This design comes from an exercise in tuning for small area, a short achievable clock period and few clock cycles on the open sky130 flow, not from production work. Only simulation tests tie the RTL to the original design; equivalence was not proved. Power and IR drop assume default switching activity.

Setup of job 101:
// tbpm_rxdec
module tbpm_rxdec (
    input  wire        clk,
    input  wire        rst,
    input  wire        cfg_we,
    input  wire [7:0]  cfg_pct,
    input  wire [15:0] cfg_floor,
    input  wire [1:0]  cfg_reg_len,
    input  wire        cfg_reg0,
    input  wire        cfg_reg1,
    input  wire        in_valid,
    output wire        in_ready,
    input  wire [31:0] in_data,
    input  wire        in_last,
    output wire        out_valid,
    input  wire        out_ready,
    output wire        rl_ok,
    output wire [3:0]  rl_cause,
    output wire [31:0] rl_word,
    output wire        fw_ok,
    output wire [3:0]  fw_cause,
    output wire [31:0] fw_word,
    output wire        dsp_ok,
    output wire [1:0]  dsp_tried,
    output wire [31:0] dsp_word
);
Size: ~1400 cells after synthesis, roughly 150 flip-flops, roughly 180 I/O pins, roughly 0.011 mm^2 of cells after synthesis.
export LEC_CHECK = 0
export ABC_AREA = 1
export CAP_MARGIN = 50
export CORE_MARGIN = 2
export CORE_UTILIZATION = 40
export CTS_BUF_LIST = sky130_fd_sc_hd__clkbuf_8
export SLEW_MARGIN = 70
create_clock -name core_clock -period 35.0 [get_ports {clk}]
standard.sh (not shown) runs the stock make flow with config.mk's settings and CLKGATE_MAP_FILE= SYNTH_SCRIPT=/design/flow/synth_recipe.tcl, a recipe that flattens the netlist after the stock synthesis.
==> flow/flow/run.sh <==
#!/bin/bash
# Standard layout, with plain buf_1 cells as the port buffers; the timing
# repair steps may resize across footprints and aim for 27 ns of setup slack.
set -euo pipefail
export BUFFER_PORTS_ARGS="-buffer_cell sky130_fd_sc_hd__buf_1"
bash standard.sh MATCH_CELL_FOOTPRINT=0 SETUP_SLACK_MARGIN=27 finish > standard_flow.log 2>&1
Testbench counts of job 101, summed over its fixed seeds: cycles 31,890.
The following lists how job 102 was set up differently from job 101:
Settings: ABC_AREA removed (was 1).
==> flow/flow/run.sh <==
#!/bin/bash
# Standard layout with two changes:
# - synthesis is ORFS's (flow/my_synth.tcl is synth_recipe.tcl plus an abc
#   wrapper) with the abc mapping script flow/abc_map.script, an area-oriented
#   script (one &nf -R 1000 -p mapping round); registers are untouched;
# - plain buf_1 cells as the port buffers.
set -euo pipefail
export BUFFER_PORTS_ARGS="-buffer_cell sky130_fd_sc_hd__buf_1"
export MY_ABC_SCRIPT="$PWD/flow/abc_map.script"
bash standard.sh SYNTH_SCRIPT="$PWD/flow/my_synth.tcl" finish > standard_flow.log 2>&1
==> flow/flow/abc_map.script (new file) <==
&get -n
&st
&dch
&nf -R 1000 -p
&put
buffer -c
topo
stime -c
upsize -c
dnsize -c
==> flow/flow/my_synth.tcl (new file) <==
proc synth {args} { yosys synth -nofsm -noshare {*}$args }
proc abc {args} {
  set i [lsearch -exact $args -script]
  if {$i >= 0 && [info exists ::env(MY_ABC_SCRIPT)]} { lset args [expr {$i + 1}] $::env(MY_ABC_SCRIPT) }
  yosys abc {*}$args
}
source $::env(SCRIPTS_DIR)/synth.tcl
# left out here: clear keep_hierarchy, flatten, clean up, hide names made inside functions, write 1_2_yosys.v
Job 102 vs job 101, worst-case hold slack went down by 21 ps. inv_1 as the most common cell after layout, fill and taps aside was reported by job 101, and buf_1 by job 102. Maximum frequency, job 102 and job 101: lower on job 102. Job 102 vs job 101: cell area after synthesis down. Job 102 did not stop at any stage, and its layout met the timing, design-rule and antenna checks.
What job 103 does differently from job 102 at the input level:
==> flow/flow/run.sh <==
#!/bin/bash
# Standard layout with two changes:
# - synthesis is ORFS's (flow/my_synth.tcl is synth_recipe.tcl plus an abc
#   wrapper) with the abc mapping script flow/abc_map.script, which is ORFS's
#   speed script with area recovery in &nf (-R 100); registers are untouched;
# - plain buf_1 cells as the port buffers.
set -euo pipefail
export BUFFER_PORTS_ARGS="-buffer_cell sky130_fd_sc_hd__buf_1"
export MY_ABC_SCRIPT="$PWD/flow/abc_map.script"
bash standard.sh SYNTH_SCRIPT="$PWD/flow/my_synth.tcl" finish > standard_flow.log 2>&1
==> flow/flow/abc_map.script <==
&get -n
&st
&dch
&nf -R 100
&st
&syn2
&if -g -K 6
&synch2
&nf -R 100
&st
&syn2
&if -g -K 6
&synch2
&nf -R 100
&st
&syn2
&if -g -K 6
&synch2
&nf -R 100
&st
&syn2
&if -g -K 6
&synch2
&nf -R 100
&st
&syn2
&if -g -K 6
&synch2
&nf -R 100
&put
buffer -c
topo
stime -c
upsize -c
dnsize -c
### Flow results
Job 103 completed end to end with timing, DRC and antenna clean.
Layout overhead on the synthesized area across job 102 and job 103: no real change.
Taking job 102 as the reference, in job 103 number of buffers inserted by post-CTS setup repair about even, total routing usage reported by global routing saw an increase, via count +about 8%.
From job 102 to job 103 the numbers moved as follows: share of the synthesized area in compound gates (AO/OA/AOI/OAI) grew by 1.1 points; share of the cycle needed by the critical path after routing shrank by 3.3 points; final non-filler cell area grew by about 8%; core utilization grew by 0.18 points; worst setup slack after layout grew by 1140 ps.
Placer congestion estimate, job 102 and job 103: higher on job 103
--- input diff job 103..job 104 ---
Settings: CORE_UTILIZATION now 60, was 40.
==> flow/flow/run.sh <==
#!/bin/bash
# Standard layout, with plain buf_1 cells as the port buffers.
set -euo pipefail
export BUFFER_PORTS_ARGS="-buffer_cell sky130_fd_sc_hd__buf_1"
bash standard.sh > standard_flow.log 2>&1
removed: flow/flow/abc_map.script
removed: flow/flow/my_synth.tcl
Findings:
- Looking at relative area of clock buffers and inverters in the final design, job 104 sits below job 103.
- Across both runs, combinational power was higher for job 104 than for job 103.
- Looking at clock period minus final worst setup slack, job 104 sits below job 103.
- Heaviest power group: combinational logic -> job 104, registers -> job 103
- Cmp job 104 vs job 103: logic gate share of total power higher in job 104
- Job 104 ends up with a total power that is 0.66% higher than in job 103.
- Looking only at non-clock buffer share of cell area, and setting everything else aside, the higher value of job 103 and job 104 goes to job 104.
- From job 104 to job 103, total of flip-flops plus latches after synthesis did not move at all.
- As far as highest net fanout along the worst path goes, job 103 and job 104 are indistinguishable; the numbers are identical.
- As far as boundary pin count goes, job 104 and job 103 are indistinguishable; the numbers are identical.
- Job 103 → job 104: die area moved down; final wirelength rose by 4.0%.
Modified inputs, job 105 compared to job 104
Settings: CORE_UTILIZATION changed from 60 to 40.
==> flow/flow/run.sh <==
#!/bin/bash
# Standard layout with two changes:
# - synthesis is ORFS's (flow/my_synth.tcl is synth_recipe.tcl plus an abc
#   wrapper) with the abc mapping script flow/abc_map.script, which is ORFS's
#   speed script with area recovery in &nf (-R 100); registers are untouched;
# - plain buf_1 cells as the port buffers;
# - timing repair may resize across footprints and aims for 26.65 ns of slack.
set -euo pipefail
export BUFFER_PORTS_ARGS="-buffer_cell sky130_fd_sc_hd__buf_1"
export MY_ABC_SCRIPT="$PWD/flow/abc_map.script"
bash standard.sh SYNTH_SCRIPT="$PWD/flow/my_synth.tcl" MATCH_CELL_FOOTPRINT=0 SETUP_SLACK_MARGIN=26.65 finish > standard_flow.log 2>&1
==> flow/flow/abc_map.script (new file) <==
&get -n
&st
&dch
&nf -R 100
&st
&syn2
&if -g -K 6
&synch2
&nf -R 100
&st
&syn2
&if -g -K 6
&synch2
&nf -R 100
&st
&syn2
&if -g -K 6
&synch2
&nf -R 100
&st
&syn2
&if -g -K 6
&synch2
&nf -R 100
&st
&syn2
&if -g -K 6
&synch2
&nf -R 100
&put
buffer -c
topo
stime -c
upsize -c
dnsize -c
==> flow/flow/my_synth.tcl (new file) <==
proc synth {args} { yosys synth -nofsm -noshare {*}$args }
proc abc {args} {
  set i [lsearch -exact $args -script]
  if {$i >= 0 && [info exists ::env(MY_ABC_SCRIPT)]} { lset args [expr {$i + 1}] $::env(MY_ABC_SCRIPT) }
  yosys abc {*}$args
}
source $::env(SCRIPTS_DIR)/synth.tcl
# left out here: clear keep_hierarchy, flatten, clean up, hide names made inside functions, write 1_2_yosys.v
### Flow results
- Delta (job 105 minus job 104): power went down; total wirelength of the detailed-routed design went down 2.7%; via count of the first global-routing pass saw a decrease; final hold slack held steady; fraction of the cycle the final worst path needs held.
- Relative to job 104, relative area of clock buffers and inverters in the final design increased by 0.17 points in job 105.
- Job 105 does better than job 104 on global-route wire length before repair.
- Comparing job 105 and job 104, the lower critical path depth is on job 104.
- Job 104 fits on a die that is smaller than the die of job 105.
- Run comparison: job 105 launch point of the critical path sel_rl; job 104 launch point of the critical path sel_fw
- [job 105 vs job 104] cell count: higher in job 105

-- port drivers added, routing unchanged --
The flow's constraints put no driver on any port. The routed layouts listed below were extracted and timed again, unchanged, in two steps. Step 1 sets driving cells, clkbuf_16 on the clock port and buf_2 on the other inputs (assumed; they add their load-dependent delay and slew). Step 2 also shifts input and output timing later by t, the mid clock arrival at the registers, as if the neighbouring blocks saw the same clock. a / b / c = no drivers / after step 1 / after step 2; a / b = the first two.
| run | t, ns | slack for setup (ns) | worst setup path after step 2 | pins driven straight from the clock port |
|---|---|---|---|---|
| job 101 | 0.489 | 26.655 / 26.612 / 26.593 | input to register | 1 |
| job 102 | 0.506 | 25.495 / 25.495 / 25.495 | register to register | 1 |
| job 103 | 0.519 | 26.639 / 26.592 / 26.418 | input to register | 1 |
| job 104 | 0.518 | 26.643 / 26.598 / 26.422 | input to register | 1 |
| job 105 | 0.508 | 26.645 / 26.599 / 26.370 | input to register | 1 |
After both steps setup and hold are still met in every run listed. For job 105, which loses most, drivers alone change the setup slack by -0.046 ns; drivers and shift together by -0.275 ns.
